This design comes from an exercise in tuning for small area, a short achievable clock period and few clock cycles on the open sky130 flow, not from production work. In this exercise RTL edits were held to simulation tests only and were not proved equivalent to the original.

[design/flow/config.mk]
export PLATFORM = sky130hd
export DESIGN_NAME = ds32_arith
export DESIGN_NICKNAME = ds32_arith
export VERILOG_FILES = /design/flow/design.v
export SDC_FILE = /design/flow/constraint.sdc
export NUM_CORES = 4
export LEC_CHECK = 0
export CAP_MARGIN = 20
export CORE_MARGIN = 2
export CORE_UTILIZATION = 40
export SLEW_MARGIN = 20
[design/flow/constraint.sdc]
create_clock -name core_clock -period 26.0 [get_ports {clk}]
set_input_delay 5.2000 -clock core_clock [delete_from_list [all_inputs] [get_ports {clk}]]
set_output_delay 5.2000 -clock core_clock [all_outputs]
set_load 0.01 [all_outputs]
[design/flow/design.v]
module ds32_div10 #(parameter W = 31) (
    input  wire [W-1:0] x,
    output wire [W-1:0] q
);
    assign q = x / 10;
endmodule
module ds32_decode (
    input  wire [31:0]       w,
    output wire              s,
    output reg  [26:0]       m,
    output reg  signed [8:0] e
);
    wire [5:0]  E = w[30:25];
    wire [24:0] F = w[24:0];
    assign s = w[31];
    wire regA = (E >= 6'd14) && (E <= 6'd49);
    wire [5:0] z = E - 6'd14;
    reg  [1:0] bk;
    reg  [3:0] zq;
    always @* begin
        bk = z % 3;
        zq = z / 3;
    end
    reg  [1:0]  d;
    reg  [23:0] t;
    always @* begin
        if (F >= 25'd30000000)      begin d = 2'd3; t = F - 25'd30000000; end
        else if (F >= 25'd20000000) begin d = 2'd2; t = F - 25'd20000000; end
        else if (F >= 25'd10000000) begin d = 2'd1; t = F - 25'd10000000; end
        else                        begin d = 2'd0; t = F[23:0]; end
    end
    always @* begin
        if (regA) begin
            case (bk)
                2'd0:    m = {2'b00, F} + 27'd10000000;
                2'd1:    m = {2'b00, F} + 27'd40000000;
                default: m = {2'b00, F} + 27'd70000000;
            endcase
            e = $signed({5'd0, zq}) - 9'sd6;
        end else begin
            m = {t, 3'b000} + {2'b00, t, 1'b0};
            if (E <= 6'd13)
                e = 9'sd3 * ($signed({3'd0, E}) - 9'sd16) + $signed({7'd0, d});
            else
                e = 9'sd3 * ($signed({3'd0, E}) - 9'sd48) + $signed({7'd0, d});
        end
    end
endmodule
module ds32_arith (
    input  wire        clk,
    input  wire        rst,
    input  wire        in_valid,
    output wire        in_ready,
    input  wire [1:0]  op,         
    input  wire [31:0] a,
    input  wire [31:0] b,
    output reg         out_valid,
    output reg  [31:0] result
);
    localparam OP_ADD = 2'd0, OP_SUB = 2'd1, OP_MUL = 2'd2, OP_DIV = 2'd3;
    localparam S_IDLE  = 4'd0,
               S_SETUP = 4'd1,
               S_ALIGN = 4'd2,
               S_MUL0  = 4'd3,
               S_MULS  = 4'd4,
               S_MULF  = 4'd5,
               S_DPRE  = 4'd6,
               S_DIVD  = 4'd7,
               S_NORM  = 4'd8;
    localparam [30:0] INF_MAG = 31'h7F800000;
    reg [3:0]  state;
    reg [1:0]  op_r;
    reg [31:0] a_r, b_r;
    reg              s_r;         
    reg              s1_r, s2_r;  
    reg signed [9:0] e_r;         
    reg [30:0]       m_r;         
    reg [30:0]       m1_r;        
    reg [26:0]       y_r;         
    reg [26:0]       x_r;         
    reg [3:0]        dg_r;        
    reg [3:0]        cnt;
    reg              first;       
    wire              sa, sb;
    wire [26:0]       ma, mb;
    wire signed [8:0] ea, eb;
    ds32_decode u_da (.w(a_r), .s(sa), .m(ma), .e(ea));
    ds32_decode u_db (.w(b_r), .s(sb), .m(mb), .e(eb));
    wire              swap   = (eb > ea);
    wire              s1     = swap ? sb : sa;
    wire              s2     = swap ? sa : sb;
    wire [26:0]       m1     = swap ? mb : ma;
    wire [26:0]       m2     = swap ? ma : mb;
    wire signed [9:0] e1     = swap ? eb : ea;
    wire signed [9:0] e2     = swap ? ea : eb;
    wire              guard  = (ea != eb) && (s1 != s2);
    wire [30:0]       m1g    = guard ? {m1, 3'b000} + {3'b000, m1, 1'b0} : {4'd0, m1};
    wire signed [9:0] e1g    = guard ? e1 - 10'sd1 : e1;
    wire signed [9:0] gap    = e1g - e2;
    wire              far    = (gap > 10'sd8);
    wire              sx     = sa ^ sb;
    wire signed [9:0] e_mul  = ea + eb;
    wire signed [9:0] e_div  = ea - eb;
    wire [30:0]       mb10   = {mb, 3'b000} + {3'b000, mb, 1'b0};
    wire              dpre   = (mb10 <= {4'd0, ma});
    wire [26:0] y_q;
    ds32_div10 #(.W(27)) u_ydiv (.x(y_r), .q(y_q));
    wire [3:0]  y_d = y_r[3:0] - {y_q[2:0], 1'b0} - {y_q[0], 3'b000};
    wire [30:0] x_dg   = (dg_r[3] ? {1'b0, x_r, 3'b000} : (dg_r[2] ? {2'b0, x_r, 2'b00} : 31'd0))
                       + (dg_r[1] ? {3'b0, x_r, 1'b0} : 31'd0)
                       + (dg_r[0] ? {4'b0, x_r} : 31'd0);
    wire [30:0] m_in   = (state == S_MULS) ? m_r + x_dg : m_r;
    wire [30:0] m_q;
    ds32_div10 #(.W(31)) u_mdiv (.x(m_in), .q(m_q));
    wire [31:0] add_s  = {1'b0, m1_r} + {5'd0, y_r};
    wire [31:0] add_d  = {1'b0, m1_r} - {5'd0, y_r};
    wire        add_z  = (add_d == 32'd0);
    wire [30:0] dv_v   = first ? m1_r : {m1_r[27:0], 3'b000} + {m1_r[29:0], 1'b0};
    wire [31:0] dz8    = {2'b0, x_r, 3'b000};
    wire [31:0] dz4    = {3'b0, x_r, 2'b00};
    wire [31:0] dz2    = {4'b0, x_r, 1'b0};
    wire [31:0] dz1    = {5'b0, x_r};
    wire [31:0] dt3    = {1'b0, dv_v} - dz8;
    wire        dq3    = ~dt3[31];
    wire [31:0] dv3    = dq3 ? dt3 : {1'b0, dv_v};
    wire [31:0] dt2    = dv3 - dz4;
    wire        dq2    = ~dt2[31];
    wire [31:0] dv2    = dq2 ? dt2 : dv3;
    wire [31:0] dt1    = dv2 - dz2;
    wire        dq1    = ~dt1[31];
    wire [31:0] dv1    = dq1 ? dt1 : dv2;
    wire [31:0] dt0    = dv1 - dz1;
    wire        dq0    = ~dt0[31];
    wire [31:0] dv0    = dq0 ? dt0 : dv1;
    wire [3:0]  dd     = {dq3, dq2, dq1, dq0};
    wire [30:0] x10    = {1'b0, x_r, 3'b000} + {3'b000, x_r, 1'b0};
    wire m_zero  = (m_r == 31'd0);
    wire m_big   = (m_r > 31'd99999999);
    wire m_small = (m_r < 31'd10000000) && (e_r > -10'sd48);
    wire e_low   = (e_r < -10'sd48);
    wire n_done  = m_zero || !(m_big || m_small || e_low);
    reg  [31:0] enc_word;
    wire [26:0] fa0  = m_r[26:0] - 27'd10000000;
    wire [26:0] fa1  = m_r[26:0] - 27'd40000000;
    wire [26:0] fa2  = m_r[26:0] - 27'd70000000;
    wire [6:0]  u    = e_r[6:0] + 7'd48;    
    reg  [4:0]  u_q3;
    reg  [1:0]  u_r3;
    always @* begin
        u_q3 = u / 3;
        u_r3 = u % 3;
    end
    wire [5:0]  e3   = e_r[5:0] + {e_r[4:0], 1'b0};
    always @* begin
        if (e_r >= -10'sd6 && e_r <= 10'sd5) begin
            if (m_r >= 31'd70000000)
                enc_word = {s_r, 6'd34 + e3, fa2[24:0]};
            else if (m_r >= 31'd40000000)
                enc_word = {s_r, 6'd33 + e3, fa1[24:0]};
            else
                enc_word = {s_r, 6'd32 + e3, fa0[24:0]};
        end else begin
            enc_word = {s_r, ~e_r[9], u_q3, (u_r3 == 2'd2 ? 25'd20000000 : u_r3 == 2'd1 ? 25'd10000000 : 25'd0) + m_q[24:0]};
        end
    end
    wire overflow = (e_r > 10'sd47) || (e_r == 10'sd47 && m_r > 31'd50000000);
    assign in_ready = (state == S_IDLE) || (state == S_NORM && n_done);
    always @(posedge clk) begin
        if (rst) begin
            state     <= S_IDLE;
            out_valid <= 1'b0;
        end else begin
            out_valid <= 1'b0;
            if (in_ready && in_valid) begin
                op_r  <= op;
                a_r   <= a;
                b_r   <= (op == OP_SUB) ? {~b[31], b[30:0]} : b;
            end
            case (state)
            S_IDLE: begin
                if (in_valid) state <= S_SETUP;
            end
            S_SETUP: begin
                case (op_r)
                OP_MUL: begin
                    s_r <= sx;
                    if (e_mul < -10'sd48) begin
                        result    <= {sx, 31'd0};
                        out_valid <= 1'b1;
                        state     <= S_IDLE;
                    end else if (e_mul > 10'sd47) begin
                        result    <= {sx, INF_MAG};
                        out_valid <= 1'b1;
                        state     <= S_IDLE;
                    end else begin
                        e_r   <= e_mul;
                        x_r   <= ma;
                        y_r   <= mb;
                        m_r   <= 31'd0;
                        state <= S_MUL0;
                    end
                end
                OP_DIV: begin
                    s_r <= sx;
                    if (mb == 27'd0) begin
                        result    <= {sx, INF_MAG};
                        out_valid <= 1'b1;
                        state     <= S_IDLE;
                    end else begin
                        e_r   <= e_div;
                        x_r   <= mb;
                        m1_r  <= {4'd0, ma};
                        m_r   <= 31'd0;
                        cnt   <= 4'd8;
                        first <= 1'b1;
                        state <= dpre ? S_DPRE : S_DIVD;
                    end
                end
                default: begin  
                    s1_r  <= s1;
                    s2_r  <= s2;
                    m1_r  <= m1g;
                    e_r   <= e1g;
                    y_r   <= far ? 27'd0 : m2;
                    cnt   <= far ? 4'd0 : gap[3:0];
                    state <= S_ALIGN;
                end
                endcase
            end
            S_ALIGN: begin
                if (cnt != 4'd0) begin
                    y_r <= y_q;
                    cnt <= cnt - 4'd1;
                end else begin
                    if (s1_r == s2_r) begin
                        m_r <= add_s[30:0];
                        s_r <= s1_r;
                    end else if (add_d[31]) begin
                        m_r <= -add_d[30:0];
                        s_r <= s2_r;
                    end else begin
                        m_r <= add_d[30:0];
                        s_r <= add_z ? 1'b0 : s1_r;
                    end
                    state <= S_NORM;
                end
            end
            S_MUL0: begin
                dg_r  <= y_d;
                y_r   <= y_q;
                cnt   <= 4'd7;
                state <= S_MULS;
            end
            S_MULS: begin
                m_r  <= m_q;
                dg_r <= y_d;
                y_r  <= y_q;
                cnt  <= cnt - 4'd1;
                if (cnt == 4'd1) state <= S_MULF;
            end
            S_MULF: begin
                if (y_r[0]) m_r <= m_r + {x_r, 3'b000} + {x_r, 1'b0};
                else        m_r <= m_r + x_dg;
                state <= S_NORM;
            end
            S_DPRE: begin
                if (x10 <= m1_r) begin
                    x_r <= x10[26:0];
                    e_r <= e_r + 10'sd1;
                end else begin
                    state <= S_DIVD;
                end
            end
            S_DIVD: begin
                m1_r  <= dv0[30:0];
                m_r   <= {m_r[27:0], 3'b000} + {m_r[29:0], 1'b0} + {27'd0, dd};
                first <= 1'b0;
                cnt   <= cnt - 4'd1;
                if (cnt == 4'd1) state <= S_NORM;
            end
            S_NORM: begin
                if (m_zero) begin
                    result    <= {s_r, 31'd0};
                    out_valid <= 1'b1;
                    state     <= in_valid ? S_SETUP : S_IDLE;
                end else if (m_big) begin
                    m_r <= m_q;
                    e_r <= e_r + 10'sd1;
                end else if (m_small) begin
                    m_r <= {m_r[27:0], 3'b000} + {m_r[29:0], 1'b0};
                    e_r <= e_r - 10'sd1;
                end else if (e_low) begin
                    m_r <= m_q;
                    e_r <= e_r + 10'sd1;
                end else begin
                    result    <= overflow ? {s_r, INF_MAG} : enc_word;
                    out_valid <= 1'b1;
                    state     <= in_valid ? S_SETUP : S_IDLE;
                end
            end
            default: state <= S_IDLE;
            endcase
        end
    end
endmodule
[design/flow/run.sh]
#!/bin/bash
# synth_recipe.tcl (not shown) runs the flow's synth.tcl, then flattens the netlist and writes it again
# the make line also repeats each setting of config.mk as NAME=value (left out here)
make -C /OpenROAD-flow-scripts/flow DESIGN_CONFIG=/design/flow/config.mk WORK_HOME=/design/flow/orfs CLKGATE_MAP_FILE= SYNTH_SCRIPT=/design/flow/synth_recipe.tcl finish
==> results.sh <==
export IMPL_max_stage_delay_ns=0.55
export IMPL_clock_fmax_mhz=41.4
export IMPL_grt_pass1_wl_um=283000
export IMPL_io_pins=103
export IMPL_drt_total_wl_um=183000
export IMPL_yosysUniqueCellTypes=130
export IMPL_end_kind="flop"
export IMPL_die_h_um=368
export IMPL_ant_nets=0
export IMPL_syn2layout_area_growth_pct=8.11
export IMPL_tightest_slew_ns=1.38
export IMPL_clock_latency_ns=0.63
export IMPL_wl_per_cell_um=20.7
export IMPL_path_clk_slew_ns=0.06
export IMPL_cts_tree="done"
export IMPL_instances_no_fill=8822
export IMPL_grt_overflow=0
export IMPL_holdPathEnd="s2_r$_DFFE_PP_"
export IMPL_cp_data_required_time_ns=26.33
export IMPL_dpl_instance_area_um2=55800
export IMPL_num_vias=52906
export IMPL_die_w_um=368
export IMPL_hold_viol=0
export IMPL_yosysWarnings=2
export IMPL_arrival_ns=24.51
export IMPL_worst_hold_slack_ns=0.622
export IMPL_initial_core_util_pct=40.3
export IMPL_viasPerCell=6.00
export IMPL_drtIter0Drc=4900
export IMPL_num_nets_final=7848
export IMPL_timing_rr_start="m1_r[2]$_DFFE_PP_"
export IMPL_fin_setup_tns_ns=0
export IMPL_clock_skew_final_ns=0.0375
export IMPL_hp_start="b_r[31]$_DFFE_PP_"
export IMPL_max_clock_path_buffers=3
export IMPL_cp_top_family="compound AO/OA/AOI/OAI gates"
export IMPL_grt_usage_pct=26.0
export IMPL_synth_nets=7910
export IMPL_rrSetupSlack_ns=1.82
export IMPL_fin_area_um2=57200
export IMPL_port_buffers=102
export IMPL_dieArea_um2=135000
export IMPL_fill_cells=13244
export IMPL_dpl_hpwl_um=147000
export IMPL_synth_edf_count=236
export IMPL_htreeDepth=2
export IMPL_yosys_top_cells_count="a21oi_1, nand2_1, nor2_1"
export IMPL_ys_flop_type="edfxtp_1"
export IMPL_fin_crit_ns=24.18
export IMPL_core_area_um2=131000
export IMPL_status="timing/DRC/antenna clean"
export IMPL_antenna_found_initial=3
export IMPL_cts_root_buf="clkbuf_16"
export IMPL_synth_top_area_share_pct=15.2
export IMPL_synth_top_area_cell="ha_1"
export IMPL_maxCapViolCount=0
export IMPL_grt_max_degree=68
export IMPL_critPathSlowestCell="or3_2"
export IMPL_routabilityCongestion=1.02
export IMPL_yosysSeqAreaShare_pct=13.6
export IMPL_critPathMaxFanout=18
export IMPL_crit_top_cell="a21o_1"
export IMPL_synthMostInstantiatedCell="a21oi_1"
export IMPL_crit_cells=137
export IMPL_synthTopCellsByArea="ha_1, edfxtp_1, xnor2_1"
export IMPL_synthCells=7099
export IMPL_slew_viol_final=0
export IMPL_hold_path_class="reg -> reg"
export IMPL_setup_violations=0
export IMPL_num_rows=133
export IMPL_critical_path_class="reg -> reg"
export IMPL_crit_buf_inv=3
export IMPL_layout_drive_gt1_share_pct=4.73
export IMPL_dr_pass1_iters=6
export IMPL_cp_start_kind="flop"
export IMPL_worst_r2r_cell_count=137
export IMPL_synth_area_um2=52900
export IMPL_grt_pass1_vias=50119
export IMPL_drc=0
export IMPL_numClockSinks=241
export IMPL_whs_path_depth=2
export IMPL_numCtsBuffers=38
export IMPL_avgSynthCellArea_um2=7.45
export IMPL_fin_crit_sh_pct=93.0
export IMPL_r2r_end="m1_r[27]$_DFFE_PP_"
export IMPL_postCtsHoldBufs=0
export IMPL_dp_cells=8743
export IMPL_async_flop_share_pct=0
export IMPL_ys_seq_elements=241
export IMPL_slew_limit_headroom_pct=6.90
-- cell families after synthesis --
logic type | after synthesis | share of synthesized area, %
AO/OA/AOI/OAI | 2484 | 30.4
XOR/XNOR | 606 | 10.1
adder cells (fa/ha/maj) | 746 | 19.1
buffers and inverters | 814 | 5.90
flip-flops | 241 | 13.6
multiplexers | 146 | 2.87
AND/OR/NAND/NOR | 2062 | 18.0
-- final cells by class --
class                      instances  area [µm²]  area share, %
multi-input combinational       6044       42800           74.8
antenna                            3        7.51         0.0131
inverter                         499        1880           3.28
sequential                       241        7190           12.6
timing repair buffer             213        1910           3.34
clock buffer                      45         987           1.73
clock inverter                    22         215          0.377
tap                             1755        2200           3.84
-- what timing repair did --
item,in CTS,in global routing
endpoints found under the hold margin,0,0
buffers inserted,0,8
endpoints found under the setup margin,0,32
gates resized for setup,0,28
-- layout by cell type, fill, tap and decap left out, types with 102 or more instances in the layout --
master	instances
inv_1	487
nor3_1	124
mux2i_1	108
nor2_1	640
ha_1	642
and2_1	103
edfxtp_1	236
nand2_1	661
xor2_1	142
a21oi_1	760
clkdlybuf4s50_1	102
a21o_1	169
xnor2_1	458
nand3_1	120
o21ai_0	483
buf_4	106
o21bai_1	212
-- flip-flops by register name (all words and copies together), names as in the netlist, 2 cells and up --
name    count
b_r        32
state       4
x_r        27
dg_r        4
m1_r       31
result     32
m_r        31
y_r        27
e_r        10
op_r        2
a_r        32
cnt         4
-- per-stage QoR --
step                      utilization [%]  setup slack [ns]
after floorplan                         -              2.46
after global placement               42.5             0.470
after detailed placement             42.5             0.373
after CTS                            43.4             0.205
after global routing                 43.5           -0.0382
final                                43.5              1.82
-- per-layer routing --
metal	wire length [µm]	share of wire (%)	global-route usage, %
met1	79600	44	34.1
met4	9070	5.0	12.0
met5	25	0.014	0
met2	83300	46	43.2
met3	10700	5.8	2.42
-- worst register-to-register path, delay by kind of cell, from the launching register on --
kind,cells,cell delay [ns]
compound gates,91,15.52
simple gates,33,4.64
fa+ha+maj,6,1.75
mux,3,0.96
buf+inv,3,0.46
flops,1,0.45
xor+xnor,1,0.15
-- how the worst max path moves through the flow --
stage               slack (ns)                  to               from
detailed placement        0.37  m1_r[27]$_DFFE_PP_  m1_r[0]$_DFFE_PP_
global route             -0.04   m1_r[5]$_DFFE_PP_  m1_r[2]$_DFFE_PP_
global placement          0.47  m1_r[27]$_DFFE_PP_  m1_r[2]$_DFFE_PP_
floorplan                 2.46  m1_r[27]$_DFFE_PP_  m1_r[0]$_DFFE_PP_
finish                    1.82  m1_r[27]$_DFFE_PP_  m1_r[2]$_DFFE_PP_
CTS                       0.20  m1_r[27]$_DFFE_PP_  m1_r[0]$_DFFE_PP_
Testbench counts, summed over its fixed seeds: cycles 145,565.

separate check: timing with driven ports:
The flow's constraints put no driver on any port. The routed layout listed below was extracted and timed again, unchanged, in two steps.
Step 1 sets driving cells, clkbuf_16 on the clock port and buf_2 on the other inputs (assumed; they add their load-dependent delay and slew).
Step 2 times the ports against the registers' clock, not the clock port: input delays grow and output delays shrink by t, the midpoint of the rising clock arrivals with the driver on.
Three values: no drivers, after step 1, after step 2; two values: the first two.
t (ns): 0.688
slack for setup (ns): 1.820 / 1.820 / 1.820
worst register clock-pin slew, ns: 0.07 / 0.07
worst data-port slew with drivers (ns): 0.10
cell pins on the clock port's net: 1
After both steps setup and hold are still met in this run. For this run, drivers alone change the setup slack by 0.000 ns; drivers and shift together by 0.000 ns.
